What follows belongs to an exercise in optimizing a design on an open flow for small area, a short achievable clock period and few clock cycles per item; a production flow would make more cautious choices. Only simulation tests tie the RTL to the original design; equivalence was not proved.

==> branch violet <==
## aes256_cbc_dec
module aes256_cbc_dec (
    input  wire         clk,
    input  wire         rst,           
    input  wire         key_valid,
    output wire         key_ready,
    input  wire [255:0] key,
    input  wire [127:0] iv,
    input  wire         in_valid,
    output wire         in_ready,
    input  wire [127:0] in_block,
    input  wire         in_last,
    output wire         out_valid,
    input  wire         out_ready,
    output wire [127:0] out_block,
    output wire         out_last,
    output wire         out_pad_ok,
    output wire [4:0]   out_pad_len
);
    reg        open;       
    reg        kgot;       
    reg        kexp;       
    reg        kvalid;     
    reg [4:0]  kcnt;       
    reg        act;        
    reg [4:0]  cnt;
    reg        d0, d1, d27, d28, d29;   
    reg        dks;        
    reg [3:0]  rnd;        
    reg        has_y;      
    reg        x_last;     
    reg        y_last;     
    reg        pend;       
    reg        pend_last;
    reg        nfirst;     
    reg        s1pt;       
    reg        s1last;     
    reg        s1pad;      
    reg        pad_ok_r;
  ...
==> flow/config.mk <==
export PLATFORM = sky130hd
export DESIGN_NAME = aes256_cbc_dec
export DESIGN_NICKNAME = aes256_cbc_dec
export VERILOG_FILES = /design/flow/design.v
export SDC_FILE = /design/flow/constraint.sdc
export NUM_CORES = 8
export LEC_CHECK = 0
export CAP_MARGIN = 20
export CORE_MARGIN = 2
export CORE_UTILIZATION = 55
export SLEW_MARGIN = 20
==> flow/constraint.sdc <==
create_clock -name core_clock -period 12.0 [get_ports {clk}]
set_input_delay 2.4000 -clock core_clock [delete_from_list [all_inputs] [get_ports {clk}]]
set_output_delay 2.4000 -clock core_clock [all_outputs]
set_load 0.01 [all_outputs]
standard.sh (not shown) runs the stock make flow with config.mk's settings and CLKGATE_MAP_FILE= SYNTH_SCRIPT=/design/flow/synth_recipe.tcl, a recipe that flattens the netlist after the stock synthesis.
==> flow/flow/run.sh <==
#!/bin/bash
set -euo pipefail
margin=$(tr -d ' \n' < flow/setup_margin.txt)
sed "s|CLKGATE_MAP_FILE= |CLKGATE_MAP_FILE= SETUP_SLACK_MARGIN=${margin} |" standard.sh > standard_margin.sh
grep -q "SETUP_SLACK_MARGIN=${margin} " standard_margin.sh
# ORFS writes each step's full log under orfs/logs; make's own output goes here
bash standard_margin.sh > make_orfs.log 2>&1
==> flow/flow/setup_margin.txt <==
8
==> inputs of branch fjord, as changes to branch violet <==
--- a/flow/design.v
+++ b/flow/design.v
@@ -312,14 +312,18 @@
     wire n119 = n102 & n67;
     wire n120 = n69 & n96;
     wire n121 = n119 ^ n120;
     wire n122 = n74 & n90;
     wire n123 = n119 ^ n122;
-    assign y[0] = n1;
-    assign y[1] = n3;
-    assign y[2] = n5;
-    assign y[3] = n8;
+    wire n124 = n1 ^ a[1];
+    wire n125 = n15 ^ a[7];
+    wire n126 = n6 ^ a[5];
+    wire n127 = n7 ^ a[5];
+    assign y[0] = n124;
+    assign y[1] = n125;
+    assign y[2] = n126;
+    assign y[3] = n127;
     assign y[4] = a[1];
     assign y[5] = n11;
     assign y[6] = n15;
     assign y[7] = n16;
     assign y[8] = n111;
@@ -329,77 +333,73 @@
 endmodule
 module aes_sbox_b (
     input  wire [11:0] a,
     output wire [7:0] y
 );
-    wire n1 = a[0] ^ a[4];
-    wire n2 = a[1] ^ a[5];
-    wire n3 = a[2] ^ a[6];
-    wire n4 = a[3] ^ a[7];
-    wire n5 = a[8] & n1;
-    wire n6 = a[9] & n2;
-    wire n7 = n5 ^ n6;
-    wire n8 = n1 ^ n2;
-    wire n9 = a[8] ^ a[9];
-    wire n10 = n8 & n9;
-    wire n11 = n5 ^ n10;
-    wire n12 = n1 ^ n3;
-    wire n13 = n2 ^ n4;
-    wire n14 = a[8] ^ a[10];
-    wire n15 = a[9] ^ a[11];
-    wire n16 = n12 & n14;
-    wire n17 = n13 & n15;
-    wire n18 = n16 ^ n17;
-    wire n19 = n3 ^ n4;
-    wire n20 = n8 ^ n19;
-    wire n21 = a[10] ^ a[11];
-    wire n22 = n9 ^ n21;
-    wire n23 = n20 & n22;
-    wire n24 = n16 ^ n23;
-    wire n25 = n7 ^ n18;
-    wire n26 = n11 ^ n24;
-    wire n27 = a[10] & n3;
-    wire n28 = a[11] & n4;
-    wire n29 = n27 ^ n28;
-    wire n30 = n19 & n21;
-    wire n31 = n27 ^ n30;
-    wire n32 = n28 ^ n30;
-    wire n33 = n7 ^ n32;
-    wire n34 = n11 ^ n29;
-    wire n35 = a[4] & a[8];
-    wire n36 = a[5] & a[9];
-    wire n37 = n35 ^ n36;
-    wire n38 = a[4] ^ a[5];
-    wire n39 = n38 & n9;
-    wire n40 = n35 ^ n39;
-    wire n41 = a[4] ^ a[6];
-    wire n42 = a[5] ^ a[7];
-    wire n43 = n14 & n41;
-    wire n44 = n15 & n42;
-    wire n45 = n43 ^ n44;
-    wire n46 = a[6] ^ a[7];
-    wire n47 = n38 ^ n46;
-    wire n48 = n22 & n47;
-    wire n49 = n43 ^ n48;
-    wire n50 = n37 ^ n45;
-    wire n51 = n40 ^ n49;
-    wire n52 = a[10] & a[6];
-    wire n53 = a[11] & a[7];
-    wire n54 = n52 ^ n53;
-    wire n55 = n21 & n46;
-    wire n56 = n52 ^ n55;
-    wire n57 = n53 ^ n55;
-    wire n58 = n37 ^ n57;
-    wire n59 = n40 ^ n54;
-    assign y[0] = ~(n33 ^ n25 ^ n26 ^ n50);
-    assign y[1] = ~(n33 ^ n34 ^ n51);
-    assign y[2] = n33 ^ n34 ^ n25 ^ n58 ^ n50 ^ n51;
-    assign y[3] = n33 ^ n25 ^ n26;
-    assign y[4] = n33 ^ n58 ^ n59 ^ n51;
-    assign y[5] = ~(n25 ^ n26 ^ n51);
-    assign y[6] = ~(n58 ^ n50);
-    assign y[7] = n25 ^ n51;
+    wire n1 = a[0] & a[8];
+    wire n2 = a[1] & a[9];
+    wire n3 = n1 ^ n2;
+    wire n4 = a[0] ^ a[1];
+    wire n5 = a[8] ^ a[9];
+    wire n6 = n4 & n5;
+    wire n7 = n1 ^ n6;
+    wire n8 = a[0] ^ a[2];
+    wire n9 = a[1] ^ a[3];
+    wire n10 = a[8] ^ a[10];
+    wire n11 = a[9] ^ a[11];
+    wire n12 = n10 & n8;
+    wire n13 = n11 & n9;
+    wire n14 = n12 ^ n13;
+    wire n15 = a[2] ^ a[3];
+    wire n16 = n4 ^ n15;
+    wire n17 = a[10] ^ a[11];
+    wire n18 = n5 ^ n17;
+    wire n19 = n16 & n18;
+    wire n20 = n12 ^ n19;
+    wire n21 = n3 ^ n14;
+    wire n22 = n7 ^ n20;
+    wire n23 = a[10] & a[2];
+    wire n24 = a[11] & a[3];
+    wire n25 = n23 ^ n24;
+    wire n26 = n15 & n17;
+    wire n27 = n23 ^ n26;
+    wire n28 = n24 ^ n26;
+    wire n29 = n3 ^ n28;
+    wire n30 = n7 ^ n25;
+    wire n31 = a[4] & a[8];
+    wire n32 = a[5] & a[9];
+    wire n33 = n31 ^ n32;
+    wire n34 = a[4] ^ a[5];
+    wire n35 = n34 & n5;
+    wire n36 = n31 ^ n35;
+    wire n37 = a[4] ^ a[6];
+    wire n38 = a[5] ^ a[7];
+    wire n39 = n10 & n37;
+    wire n40 = n11 & n38;
+    wire n41 = n39 ^ n40;
+    wire n42 = a[6] ^ a[7];
+    wire n43 = n34 ^ n42;
+    wire n44 = n18 & n43;
+    wire n45 = n39 ^ n44;
+    wire n46 = n33 ^ n41;
+    wire n47 = n36 ^ n45;
+    wire n48 = a[10] & a[6];
+    wire n49 = a[11] & a[7];
+    wire n50 = n48 ^ n49;
+    wire n51 = n17 & n42;
+    wire n52 = n48 ^ n51;
+    wire n53 = n49 ^ n51;
+    wire n54 = n33 ^ n53;
+    wire n55 = n36 ^ n50;
+    assign y[0] = ~(n29 ^ n21 ^ n22 ^ n46);
+    assign y[1] = ~(n29 ^ n30 ^ n47);
+    assign y[2] = n29 ^ n30 ^ n21 ^ n54 ^ n46 ^ n47;
+    assign y[3] = n29 ^ n21 ^ n22;
+    assign y[4] = n29 ^ n54 ^ n55 ^ n47;
+    assign y[5] = ~(n21 ^ n22 ^ n47);
+    assign y[6] = ~(n54 ^ n46);
+    assign y[7] = n21 ^ n47;
 endmodule
 module inv_in_map (
     input  wire [7:0] a,
     output wire [7:0] y
 );
@@ -740,14 +740,18 @@
     wire n94 = n40 & n74;
     wire n95 = n41 & n67;
     wire n96 = n94 ^ n95;
     wire n97 = n46 & n62;
     wire n98 = n94 ^ n97;
-    assign y[0] = a[0];
-    assign y[1] = a[1];
-    assign y[2] = a[2];
-    assign y[3] = a[3];
+    wire n99 = a[0] ^ a[4];
+    wire n100 = a[1] ^ a[5];
+    wire n101 = a[2] ^ a[6];
+    wire n102 = a[3] ^ a[7];
+    assign y[0] = n99;
+    assign y[1] = n100;
+    assign y[2] = n101;
+    assign y[3] = n102;
     assign y[4] = a[4];
     assign y[5] = a[5];
     assign y[6] = a[6];
     assign y[7] = a[7];
     assign y[8] = n86;
@@ -757,77 +761,73 @@
 endmodule
 module inv_core_b (
     input  wire [11:0] a,
     output wire [7:0] y
 );
-    wire n1 = a[0] ^ a[4];
-    wire n2 = a[1] ^ a[5];
-    wire n3 = a[2] ^ a[6];
-    wire n4 = a[3] ^ a[7];
-    wire n5 = a[8] & n1;
-    wire n6 = a[9] & n2;
-    wire n7 = n5 ^ n6;
-    wire n8 = n1 ^ n2;
-    wire n9 = a[8] ^ a[9];
-    wire n10 = n8 & n9;
-    wire n11 = n5 ^ n10;
-    wire n12 = n1 ^ n3;
-    wire n13 = n2 ^ n4;
-    wire n14 = a[8] ^ a[10];
-    wire n15 = a[9] ^ a[11];
-    wire n16 = n12 & n14;
-    wire n17 = n13 & n15;
-    wire n18 = n16 ^ n17;
-    wire n19 = n3 ^ n4;
-    wire n20 = n8 ^ n19;
-    wire n21 = a[10] ^ a[11];
-    wire n22 = n9 ^ n21;
-    wire n23 = n20 & n22;
-    wire n24 = n16 ^ n23;
-    wire n25 = n7 ^ n18;
-    wire n26 = n11 ^ n24;
-    wire n27 = a[10] & n3;
-    wire n28 = a[11] & n4;
-    wire n29 = n27 ^ n28;
-    wire n30 = n19 & n21;
-    wire n31 = n27 ^ n30;
-    wire n32 = n28 ^ n30;
-    wire n33 = n7 ^ n31;
-    wire n34 = n11 ^ n32;
-    wire n35 = a[4] & a[8];
-    wire n36 = a[5] & a[9];
-    wire n37 = n35 ^ n36;
-    wire n38 = a[4] ^ a[5];
-    wire n39 = n38 & n9;
-    wire n40 = n35 ^ n39;
-    wire n41 = a[4] ^ a[6];
-    wire n42 = a[5] ^ a[7];
-    wire n43 = n14 & n41;
-    wire n44 = n15 & n42;
-    wire n45 = n43 ^ n44;
-    wire n46 = a[6] ^ a[7];
-    wire n47 = n38 ^ n46;
-    wire n48 = n22 & n47;
-    wire n49 = n43 ^ n48;
-    wire n50 = n37 ^ n45;
-    wire n51 = n40 ^ n49;
-    wire n52 = a[10] & a[6];
-    wire n53 = a[11] & a[7];
-    wire n54 = n52 ^ n53;
-    wire n55 = n21 & n46;
-    wire n56 = n52 ^ n55;
-    wire n57 = n53 ^ n55;
-    wire n58 = n37 ^ n56;
-    wire n59 = n40 ^ n57;
-    assign y[0] = n33;
-    assign y[1] = n34;
-    assign y[2] = n25;
-    assign y[3] = n26;
-    assign y[4] = n58;
-    assign y[5] = n59;
-    assign y[6] = n50;
-    assign y[7] = n51;
+    wire n1 = a[0] & a[8];
+    wire n2 = a[1] & a[9];
+    wire n3 = n1 ^ n2;
+    wire n4 = a[0] ^ a[1];
+    wire n5 = a[8] ^ a[9];
+    wire n6 = n4 & n5;
+    wire n7 = n1 ^ n6;
+    wire n8 = a[0] ^ a[2];
+    wire n9 = a[1] ^ a[3];
+    wire n10 = a[8] ^ a[10];
+    wire n11 = a[9] ^ a[11];
+    wire n12 = n10 & n8;
+    wire n13 = n11 & n9;
+    wire n14 = n12 ^ n13;
+    wire n15 = a[2] ^ a[3];
+    wire n16 = n4 ^ n15;
+    wire n17 = a[10] ^ a[11];
+    wire n18 = n5 ^ n17;
+    wire n19 = n16 & n18;
+    wire n20 = n12 ^ n19;
+    wire n21 = n3 ^ n14;
+    wire n22 = n7 ^ n20;
+    wire n23 = a[10] & a[2];
+    wire n24 = a[11] & a[3];
+    wire n25 = n23 ^ n24;
+    wire n26 = n15 & n17;
+    wire n27 = n23 ^ n26;
+    wire n28 = n24 ^ n26;
+    wire n29 = n3 ^ n27;
+    wire n30 = n7 ^ n28;
+    wire n31 = a[4] & a[8];
+    wire n32 = a[5] & a[9];
+    wire n33 = n31 ^ n32;
+    wire n34 = a[4] ^ a[5];
+    wire n35 = n34 & n5;
+    wire n36 = n31 ^ n35;
+    wire n37 = a[4] ^ a[6];
+    wire n38 = a[5] ^ a[7];
+    wire n39 = n10 & n37;
+    wire n40 = n11 & n38;
+    wire n41 = n39 ^ n40;
+    wire n42 = a[6] ^ a[7];
+    wire n43 = n34 ^ n42;
+    wire n44 = n18 & n43;
+    wire n45 = n39 ^ n44;
+    wire n46 = n33 ^ n41;
+    wire n47 = n36 ^ n45;
+    wire n48 = a[10] & a[6];
+    wire n49 = a[11] & a[7];
+    wire n50 = n48 ^ n49;
+    wire n51 = n17 & n42;
+    wire n52 = n48 ^ n51;
+    wire n53 = n49 ^ n51;
+    wire n54 = n33 ^ n52;
+    wire n55 = n36 ^ n53;
+    assign y[0] = n29;
+    assign y[1] = n30;
+    assign y[2] = n21;
+    assign y[3] = n22;
+    assign y[4] = n54;
+    assign y[5] = n55;
+    assign y[6] = n46;
+    assign y[7] = n47;
 endmodule
 module aes_inv_sbox (
     input  wire [7:0] a,
     output wire [7:0] y
 );
@@ -1053,10 +1053,11 @@
     reg [4:0]  kcnt;       
     reg        act;        
     reg [4:0]  cnt;
     reg        d0, d1, d27, d28, d29;   
     reg        dks;        
+    reg        dmc;        
     reg [3:0]  rnd;        
     reg        has_y;      
     reg        x_last;     
     reg        y_last;     
     reg        pend;       
@@ -1076,23 +1077,22 @@
     reg [127:0] ca;        
     reg [127:0] cb;        
     reg [255:0] kf;        
     reg [255:0] kw;        
     wire [31:0] f7   = kf[31:0];
-    wire [31:0] frot = kcnt[1] ? f7 : {f7[23:0], f7[31:24]};
     wire [31:0] fsub = ssub;
     wire [7:0]  frcon = kcnt[1] ? 8'h00 : (8'h01 << kcnt[4:2]);
     wire [31:0] ft  = fsub ^ {frcon, 24'h0};
     wire [31:0] fp1 = kf[255:224] ^ kf[223:192];
     wire [31:0] fp2 = fp1 ^ kf[191:160];
     wire [31:0] fp3 = fp2 ^ kf[159:128];
     wire [255:0] kf_next = {kf[127:0], kf[255:224] ^ ft, fp1 ^ ft, fp2 ^ ft, fp3 ^ ft};
     wire [31:0] b3   = kw[159:128];
-    wire [31:0] brot = rnd[0] ? {b3[23:0], b3[31:24]} : b3;
     wire [31:0] bsub = ssub;
-    wire        sel_f = kexp && !kcnt[0];
-    wire [31:0] srot  = sel_f ? frot : brot;
+    reg         s_f, s_fr, s_b, s_br;
+    wire [31:0] srot  = ({32{s_f}}  & f7) | ({32{s_fr}} & {f7[23:0], f7[31:24]}) |
+                        ({32{s_b}}  & b3) | ({32{s_br}} & {b3[23:0], b3[31:24]});
     wire [47:0] sha;
     reg  [47:0] sha_r;
     wire [31:0] ssub;
     genvar gk;
     generate
@@ -1231,10 +1231,15 @@
         has_y <= has_y_n; x_last <= x_last_n; y_last <= y_last_n;
         pend <= pend_n;   pend_last <= pend_last_n; nfirst <= nfirst_n;
         s1pt <= s1pt_n;   s1last <= s1last_n; s1pad <= s1pad_n;
         d0 <= d0_n; d1 <= d1_n; d27 <= d27_n; d28 <= d28_n; d29 <= d29_n;
         dks <= act_n && !cnt_n[0] && (cnt_n >= 5'd2) && (cnt_n <= 5'd26);
+        dmc <= act_n && (cnt_n >= 5'd1) && (cnt_n <= 5'd26);
+        s_f  <=  kexp_n && !kcnt_n[0] &&  kcnt_n[1];
+        s_fr <=  kexp_n && !kcnt_n[0] && !kcnt_n[1];
+        s_b  <= !(kexp_n && !kcnt_n[0]) && !rnd_n[0];
+        s_br <= !(kexp_n && !kcnt_n[0]) &&  rnd_n[0];
         rdy_x <= rdy_x_n; rdy_yl <= rdy_yl_n; rdy_y <= rdy_y_n;
         in_rdy_r  <= rdy_x_n || rdy_yl_n || rdy_y_n;
         key_rdy_r <= kgot_n && !pend_n &&
                      (!act_n || d29_n || ((d27_n || d28_n) && !has_y_n));
         outv      <= s1pt_n && (!s1last_n || s1pad_n);
@@ -1257,11 +1262,11 @@
         if (slot)
             kw <= kf;
         else if (dks)
             kw <= kw_next;
         if (s1_free)
-            s1 <= (slot || d0) ? s1_in : ((d27 || d28) ? pt_c : mc);
+            s1 <= dmc ? mc : ((slot || d0) ? s1_in : pt_c);
         if (!hold_y)
             r2 <= inv_a;
         if (key_rdy_r)
             ca <= iv;
         else if (d27 || (d28 && s1_free))
==> flow/flow/run.sh (replaced) <==
#!/bin/bash
set -euo pipefail
margin=$(tr -d ' \n' < flow/setup_margin.txt)
portbuf=$(tr -d ' \n' < flow/port_buffer.txt)
extra="SETUP_SLACK_MARGIN=${margin} 'BUFFER_PORTS_ARGS=-buffer_cell ${portbuf}'"
sed "s|CLKGATE_MAP_FILE= |CLKGATE_MAP_FILE= ${extra} |" standard.sh > standard_margin.sh
grep -q "SETUP_SLACK_MARGIN=${margin} " standard_margin.sh
# ORFS writes each step's full log under orfs/logs; make's own output goes here
bash standard_margin.sh > make_orfs.log 2>&1
==> flow/flow/port_buffer.txt (new file) <==
sky130_fd_sc_hd__buf_1
- CORE_UTILIZATION: 55 -> 50
- CTS_CLUSTER_DIAMETER: not set -> 100
- CTS_CLUSTER_SIZE: not set -> 20
==> impl_metrics.csv <==
group,metric,value,unit
cells_and_area,clock_buffers,171,
cells_and_area,final_core_util,68.2,%
worst_setup_path,crit_end,"pad_len_r[1]",
grt,met3_usage,11.9,%
cells_and_area,seq_share,27.8,%
worst_setup_path,reg2reg_to,"pad_len_r[1]",
cells_and_area,final_layout_size_suffix_gt1_share,16.7,%
place,routabilityCongestion,1.09,
cells_and_area,fin_nets,11900,
die,initial_utilization,55.4,%
logic_synthesis,yosysUniqueCellTypes,99,
outcome,status,"finished clean",
# the run above: branch violet

==> impl_metrics.csv <==
group,metric,value,unit
logic_synthesis,yosysUniqueCellTypes,102,
cells_and_area,final_core_util,57.1,%
die,initial_utilization,50.4,%
cells_and_area,fin_nets,11400,
outcome,status,"finished clean",
cells_and_area,final_layout_size_suffix_gt1_share,12.0,%
place,routabilityCongestion,1.06,
logic_synthesis,avgSynthCellArea,9.78,um^2
grt,met3_usage,5.32,%
cells_and_area,seq_share,31.2,%
worst_setup_path,reg2reg_to,"s1[78]",
cells_and_area,clock_buffers,104,
# the run above: branch fjord

Testbench counts of branch violet, summed over its fixed seeds: cycles 32,558, blocks 2,062.
Testbench counts of branch fjord, summed over its fixed seeds: cycles 32,558, blocks 2,062.

-- re-timing with driven ports --
Ports are ideal in the flow. The routed layouts listed here were re-timed in OpenROAD. Step 1 (the two cells are an assumption about what drives the block):
set clk [get_ports {clk}]
set_driving_cell -lib_cell sky130_fd_sc_hd__clkbuf_16 $clk
set_driving_cell -lib_cell sky130_fd_sc_hd__buf_2 [delete_from_list [all_inputs] $clk]
Step 2 also shifts input and output timing later by t, the mid clock arrival at the registers, as if the neighbouring blocks saw the same clock. a / b / c = ideal ports / drivers / drivers and shift; a / b = the first two.
| run | t (ns) | slack for setup (ns) | hold WS [ns] | worst setup path after step 2 | slew at the worst register clock pin (ns) |
|---|---|---|---|---|---|
| branch violet | 0.922 | 7.830 / 7.802 / 7.048 | 0.519 / 0.519 / 0.519 | input to register | 0.07 / 0.07 |
| branch fjord | 0.863 | 7.884 / 7.867 / 7.219 | 0.483 / 0.483 / 0.483 | input to register | 0.10 / 0.10 |
After both steps every run listed still meets setup and hold. For branch violet, which loses most, drivers alone change the setup slack by -0.028 ns; drivers and shift together by -0.782 ns.
